From an optimization exercise on the open Yosys and OpenROAD flow, aimed at small area and a short achievable clock period; shortcuts taken in it are not production practice.
Where RTL was checked, it was by simulation tests only, not by an equivalence proof against the original.
Power and IR drop assume default switching activity.

== old ==
==> flow/design.v <==
module wfd (
    input  wire        clk,
    input  wire        rst,
    input  wire        start,
    input  wire        s_end,
    input  wire        s_valid,
    input  wire [15:0] s_data,
    input  wire [15:0] cfg_vhigh,
    input  wire [15:0] cfg_vlow,
    input  wire        cfg_reverse,
    input  wire        cfg_invert,
    input  wire        cfg_verbose,
    output wire        s_ready,
    output wire        done,
    output wire        err,
    output wire [1:0]  err_code,
    output wire [2:0]  phase,
    output wire        b_valid,
    output wire [7:0]  b_data,
    output wire        sym_valid,
    output wire        sym,
    output wire [15:0] pre_start,
    output wire [15:0] pre_size,
    output wire [15:0] pre_end,
    output wire [15:0] short_dur,
    output wire [15:0] long_dur,
    output wire [15:0] byte_count,
    output wire        diag_sat,
    output wire        start_seen,
    output wire [2:0]  bitcnt,
    output wire [15:0] run
);
    localparam [2:0] IDLE = 3'd0, PH1 = 3'd1, PH2 = 3'd2, PH3 = 3'd3,
                     DONE = 3'd4, ERR = 3'd5;
    localparam [1:0] E_NONE = 2'd0, E_CAL = 2'd1, E_INPUT = 2'd2, E_RANGE = 2'd3;
    reg [2:0]  ph_q;
    reg [1:0]  ec_q;
    reg [15:0] vhx_q, vlx_q;           
    reg        rev_q, inv_q;
    reg [15:0] pst_q, psz_q, pend_q;
    reg        cal_q;                  
    reg [12:0] q11_q;
    reg [3:0]  r11_q;
    reg [14:0] q3_q;
    reg [1:0]  r3_q;
    reg [15:0] run_q;
    reg        ss_q;
    reg [7:0]  acc_q;
    reg [2:0]  bc_q;
    reg [15:0] bcnt_q;
    reg        dsat_q;
    reg        bv_q, sv_q, sy_q;
    reg [7:0]  bd_q;
    wire [15:0] sx = {~s_data[15], s_data[14:0]};
    wire        in_ph1 = (ph_q == PH1);
    wire        in_ph2 = (ph_q == PH2);
    wire        in_ph3 = (ph_q == PH3);
    function [1:0] cmp_tree;           
        input [15:0] a, b;
        reg   [15:0] g, l;
        reg   [7:0]  g1, l1;
        reg   [3:0]  g2, l2;
        reg   [1:0]  g3, l3;
        integer k;
        begin
            g = a & ~b;
            l = ~a & b;
            for (k = 0; k < 8; k = k + 1) begin
                g1[k] = g[2*k+1] | (~l[2*k+1] & g[2*k]);
                l1[k] = l[2*k+1] | (~g[2*k+1] & l[2*k]);
            end
            for (k = 0; k < 4; k = k + 1) begin
                g2[k] = g1[2*k+1] | (~l1[2*k+1] & g1[2*k]);
                l2[k] = l1[2*k+1] | (~g1[2*k+1] & l1[2*k]);
            end
            for (k = 0; k < 2; k = k + 1) begin
                g3[k] = g2[2*k+1] | (~l2[2*k+1] & g2[2*k]);
                l3[k] = l2[2*k+1] | (~g2[2*k+1] & l2[2*k]);
            end
            cmp_tree = {g3[1] | (~l3[1] & g3[0]), l3[1] | (~g3[1] & l3[0])};
        end
    endfunction
    wire [1:0]  ch = cmp_tree(sx, vhx_q);
    wire [1:0]  cl = cmp_tree(sx, vlx_q);
    wire        hi = in_ph1 ? ~ch[0] : ch[1];    
    wire        lo = ~cl[1];                     
    wire        pst_max = &pst_q;
    wire        psz_max = &psz_q;
    wire        run_max = &run_q;
    wire        run_nz  = |run_q;
    wire        bcnt_max = &bcnt_q;
    wire [16:0] end_sum = {1'b0, pst_q} + {1'b0, psz_q};
    wire        cal_bad = (q11_q == 13'd0);           
    wire [18:0] run5 = {1'b0, run_q, 2'b00} + {3'b000, run_q} + {17'd0, r3_q};
    wire        is_short = run5 < {3'b000, psz_q};
    wire        symbol = ~(is_short ^ rev_q);
    wire [7:0]  acc_n = {acc_q[6:0], symbol};
    wire [7:0]  acc_r = {acc_n[0], acc_n[1], acc_n[2], acc_n[3],
                         acc_n[4], acc_n[5], acc_n[6], acc_n[7]};
    reg [2:0]  ph_n;
    reg [1:0]  ec_n;
    reg [15:0] pst_n, psz_n, pend_n, run_n, bcnt_n;
    reg        cal_n;
    reg [12:0] q11_n;
    reg [3:0]  r11_n;
    reg [14:0] q3_n;
    reg [1:0]  r3_n;
    reg        ss_n, dsat_n, bv_n, sv_n, sy_n;
    reg [7:0]  acc_n_q, bd_n;
    reg [2:0]  bc_n;
    reg        do2;
    always @(*) begin
        ph_n   = ph_q;   ec_n  = ec_q;
        pst_n  = pst_q;  psz_n = psz_q; pend_n = pend_q; cal_n = cal_q;
        q11_n  = q11_q;  r11_n = r11_q; q3_n = q3_q; r3_n = r3_q;
        run_n  = run_q;  bcnt_n = bcnt_q;
        ss_n   = ss_q;   dsat_n = dsat_q;
        acc_n_q = acc_q; bd_n = bd_q; bc_n = bc_q; sy_n = sy_q;
        bv_n   = 1'b0;   sv_n = 1'b0;
        do2    = 1'b0;
        if (s_valid) begin
            if (in_ph1) begin
                if (hi) begin
                    if (pst_max) dsat_n = 1'b1;
                    else pst_n = pst_q + 16'd1;
                end else begin
                    ph_n = PH2;
                    do2  = 1'b1;
                end
            end
            if (in_ph2) do2 = 1'b1;
            if (do2) begin
                if (lo) begin
                    if (psz_max) begin
                        ph_n = ERR;
                        ec_n = E_RANGE;
                    end else begin
                        psz_n = psz_q + 16'd1;
                        if (r11_q == 4'd10) begin
                            r11_n = 4'd0;
                            q11_n = q11_q + 13'd1;
                        end else begin
                            r11_n = r11_q + 4'd1;
                        end
                        if (r3_q == 2'd2) begin
                            r3_n = 2'd0;
                            q3_n = q3_q + 15'd1;
                        end else begin
                            r3_n = r3_q + 2'd1;
                        end
                    end
                end else begin
                    cal_n  = 1'b1;
                    pend_n = end_sum[16] ? 16'hffff : end_sum[15:0];
                    if (end_sum[16]) dsat_n = 1'b1;
                    if (cal_bad) begin
                        ph_n = ERR;
                        ec_n = E_CAL;
                    end else begin
                        ph_n = PH3;
                    end
                end
            end
            if (in_ph3) begin
                if (hi) begin
                    if (!run_max) run_n = run_q + 16'd1;
                end else if (run_nz) begin
                    sy_n = symbol;
                    sv_n = 1'b1;
                    run_n = 16'd0;
                    if (!ss_q) begin
                        ss_n = 1'b1;
                    end else begin
                        acc_n_q = acc_n;
                        if (bc_q == 3'd7) begin
                            bd_n = inv_q ? acc_r : acc_n;
                            bv_n = 1'b1;
                            bc_n = 3'd0;
                            if (bcnt_max) dsat_n = 1'b1;
                            else bcnt_n = bcnt_q + 16'd1;
                        end else begin
                            bc_n = bc_q + 3'd1;
                        end
                    end
                end
            end
        end
        if (s_end) begin
            case (ph_n)
                PH1: begin
                    ph_n = ERR;
                    ec_n = (pst_n == 16'd0) ? E_INPUT : E_CAL;
                end
                PH2: begin
                    ph_n = ERR;
                    ec_n = E_CAL;
                end
                PH3: ph_n = DONE;
                default: ;
            endcase
        end
    end
    always @(posedge clk) begin
        if (rst || start) begin
            ph_q   <= rst ? IDLE : PH1;
            ec_q   <= E_NONE;
            pst_q  <= 16'd0; psz_q <= 16'd0; pend_q <= 16'd0; cal_q <= 1'b0;
            q11_q  <= 13'd0; r11_q <= 4'd0; q3_q <= 15'd0; r3_q <= 2'd0;
            run_q  <= 16'd0; bcnt_q <= 16'd0;
            ss_q   <= 1'b0; dsat_q <= 1'b0;
            acc_q  <= 8'd0; bd_q <= 8'd0; bc_q <= 3'd0; sy_q <= 1'b0;
            bv_q   <= 1'b0; sv_q <= 1'b0;
        end else begin
            ph_q   <= ph_n;   ec_q  <= ec_n;
            pst_q  <= pst_n;  psz_q <= psz_n; pend_q <= pend_n; cal_q <= cal_n;
            q11_q  <= q11_n;  r11_q <= r11_n; q3_q <= q3_n; r3_q <= r3_n;
            run_q  <= run_n;  bcnt_q <= bcnt_n;
            ss_q   <= ss_n;   dsat_q <= dsat_n;
            acc_q  <= acc_n_q; bd_q <= bd_n; bc_q <= bc_n; sy_q <= sy_n;
            bv_q   <= bv_n;   sv_q <= sv_n;
        end
        if (rst) begin
            vhx_q <= 16'h8000; vlx_q <= 16'h8000;
            rev_q <= 1'b0; inv_q <= 1'b0;
        end else if (start) begin
            vhx_q <= {~cfg_vhigh[15], cfg_vhigh[14:0]};
            vlx_q <= {~cfg_vlow[15], cfg_vlow[14:0]};
            rev_q <= cfg_reverse; inv_q <= cfg_invert;
        end
    end
    assign s_ready    = in_ph1 | in_ph2 | in_ph3;
    assign done       = (ph_q == DONE);
    assign err        = (ph_q == ERR);
    assign err_code   = ec_q;
    assign phase      = ph_q;
    assign b_valid    = bv_q;
    assign b_data     = bd_q;
    assign sym_valid  = sv_q;
    assign sym        = sy_q;
    assign pre_start  = pst_q;
    assign pre_size   = psz_q;
    assign pre_end    = pend_q;
    assign short_dur  = {3'd0, q11_q & {13{cal_q}}};
    assign long_dur   = {1'd0, q3_q & {15{cal_q}}};
    assign byte_count = bcnt_q;
    assign diag_sat   = dsat_q;
    assign start_seen = ss_q;
    assign bitcnt     = bc_q;
    assign run        = run_q;
endmodule
==> flow/config.mk <==
export PLATFORM = sky130hd
export DESIGN_NAME = wfd
export DESIGN_NICKNAME = wfd
export VERILOG_FILES = /design/flow/design.v
export SDC_FILE = /design/flow/constraint.sdc
export NUM_CORES = 4
export LEC_CHECK = 0
export ABC_AREA = 1
export CAP_MARGIN = 20
export CORE_MARGIN = 2
export CORE_UTILIZATION = 55
export CTS_BUF_LIST = sky130_fd_sc_hd__clkbuf_4 sky130_fd_sc_hd__clkbuf_8
export PLACE_DENSITY = 0.75
export SLEW_MARGIN = 20
export BUFFER_PORTS_ARGS = -buffer_cell sky130_fd_sc_hd__buf_2
==> flow/constraint.sdc <==
create_clock -name core_clock -period 12.0 [get_ports {clk}]
set_input_delay 2.4000 -clock core_clock [delete_from_list [all_inputs] [get_ports {clk}]]
set_output_delay 2.4000 -clock core_clock [all_outputs]
set_load 0.01 [all_outputs]
standard.sh (not shown) runs the stock make flow with config.mk's settings and CLKGATE_MAP_FILE= SYNTH_SCRIPT=/design/flow/synth_recipe.tcl, a recipe that flattens the netlist after the stock synthesis.
==> flow/flow/run.sh <==
#!/bin/bash
# Standard layout (the standard.sh) with these changes to how it is made:
# - plain buf_2 cells on the input and output ports, instead of the default
#   delay buffers;
# - no mapping of adders to full/half-adder cells before ABC (ADDER_MAP_FILE
#   empty), so ABC maps all of the logic;
# - timing repair that aims for more setup slack than the clock period needs
#   (flow/margin.txt, ns), so that the layout reaches a shorter period.
set -o pipefail
MARGIN=$(cat flow/margin.txt 2>/dev/null || echo 8)
EXTRA=$(cat flow/extra.txt 2>/dev/null || true)
echo 'export BUFFER_PORTS_ARGS = -buffer_cell sky130_fd_sc_hd__buf_2' >> config.mk
bash standard.sh ADDER_MAP_FILE= SETUP_SLACK_MARGIN=$MARGIN $EXTRA finish > standard.log 2>&1
==> flow/flow/margin.txt <==
7.7
Relative to old, the following input files were edited for new:
--- a/flow/design.v
+++ b/flow/design.v
@@ -52,41 +52,15 @@
     reg        bv_q, sv_q, sy_q;
     reg [7:0]  bd_q;
     wire [15:0] sx = {~s_data[15], s_data[14:0]};
     wire        in_ph1 = (ph_q == PH1);
     wire        in_ph2 = (ph_q == PH2);
     wire        in_ph3 = (ph_q == PH3);
-    function [1:0] cmp_tree;           
-        input [15:0] a, b;
-        reg   [15:0] g, l;
-        reg   [7:0]  g1, l1;
-        reg   [3:0]  g2, l2;
-        reg   [1:0]  g3, l3;
-        integer k;
-        begin
-            g = a & ~b;
-            l = ~a & b;
-            for (k = 0; k < 8; k = k + 1) begin
-                g1[k] = g[2*k+1] | (~l[2*k+1] & g[2*k]);
-                l1[k] = l[2*k+1] | (~g[2*k+1] & l[2*k]);
-            end
-            for (k = 0; k < 4; k = k + 1) begin
-                g2[k] = g1[2*k+1] | (~l1[2*k+1] & g1[2*k]);
-                l2[k] = l1[2*k+1] | (~g1[2*k+1] & l1[2*k]);
-            end
-            for (k = 0; k < 2; k = k + 1) begin
-                g3[k] = g2[2*k+1] | (~l2[2*k+1] & g2[2*k]);
-                l3[k] = l2[2*k+1] | (~g2[2*k+1] & l2[2*k]);
-            end
-            cmp_tree = {g3[1] | (~l3[1] & g3[0]), l3[1] | (~g3[1] & l3[0])};
-        end
-    endfunction
-    wire [1:0]  ch = cmp_tree(sx, vhx_q);
-    wire [1:0]  cl = cmp_tree(sx, vlx_q);
-    wire        hi = in_ph1 ? ~ch[0] : ch[1];    
-    wire        lo = ~cl[1];                     
+    wire [16:0] hsum = {1'b0, sx} + {1'b0, ~vhx_q} + {16'd0, in_ph1};
+    wire        hi = hsum[16];
+    wire        lo = (sx <= vlx_q);
     wire        pst_max = &pst_q;
     wire        psz_max = &psz_q;
     wire        run_max = &run_q;
     wire        run_nz  = |run_q;
     wire        bcnt_max = &bcnt_q;
     wire [16:0] end_sum = {1'b0, pst_q} + {1'b0, psz_q};
Results
Compared with old, in new die span in x up 1.4%; worst-path maximum fanout picked up an extra 9; number of instances in the placed design rose by about 6%; data required time at the worst endpoint now larger. new ends up with a combinational power that is 27% lower than in old. Final non-filler cell area (lower): new.
Only the layout flow was run in old; the RTL was not checked for function there.

==> static timing again, ports no longer ideal <==
The flow's constraints put no driver on any port. The routed layouts listed below were extracted and timed again, unchanged, in two steps. Step 1 sets driving cells, clkbuf_16 on the clock port and buf_2 on the other inputs (assumed; they add their load-dependent delay and slew). Step 2 adds t to the input delays and takes it off the output delays; t is the mean of the earliest and latest rising clock arrival at the registers after step 1. Input paths then give back, and output paths get back, about the clock's delay inside the block. Three values: ideal ports, drivers, drivers and shift; two values: the first two.
run | shift t [ns] | setup slack, ns | clock arrival spread, ns | worst slew at a driven data input, ns | cell pins on the clock port's net
old | 0.501 | 7.708 / 7.715 / 7.214 | 0.014 / 0.014 | 0.07 | 1
new | 0.512 | 7.886 / 7.908 / 7.396 | 0.029 / 0.029 | 0.08 | 1
After both steps setup and hold are still met in every run listed. For old, which loses most, drivers alone change the setup slack by +0.007 ns; drivers and shift together by -0.494 ns.
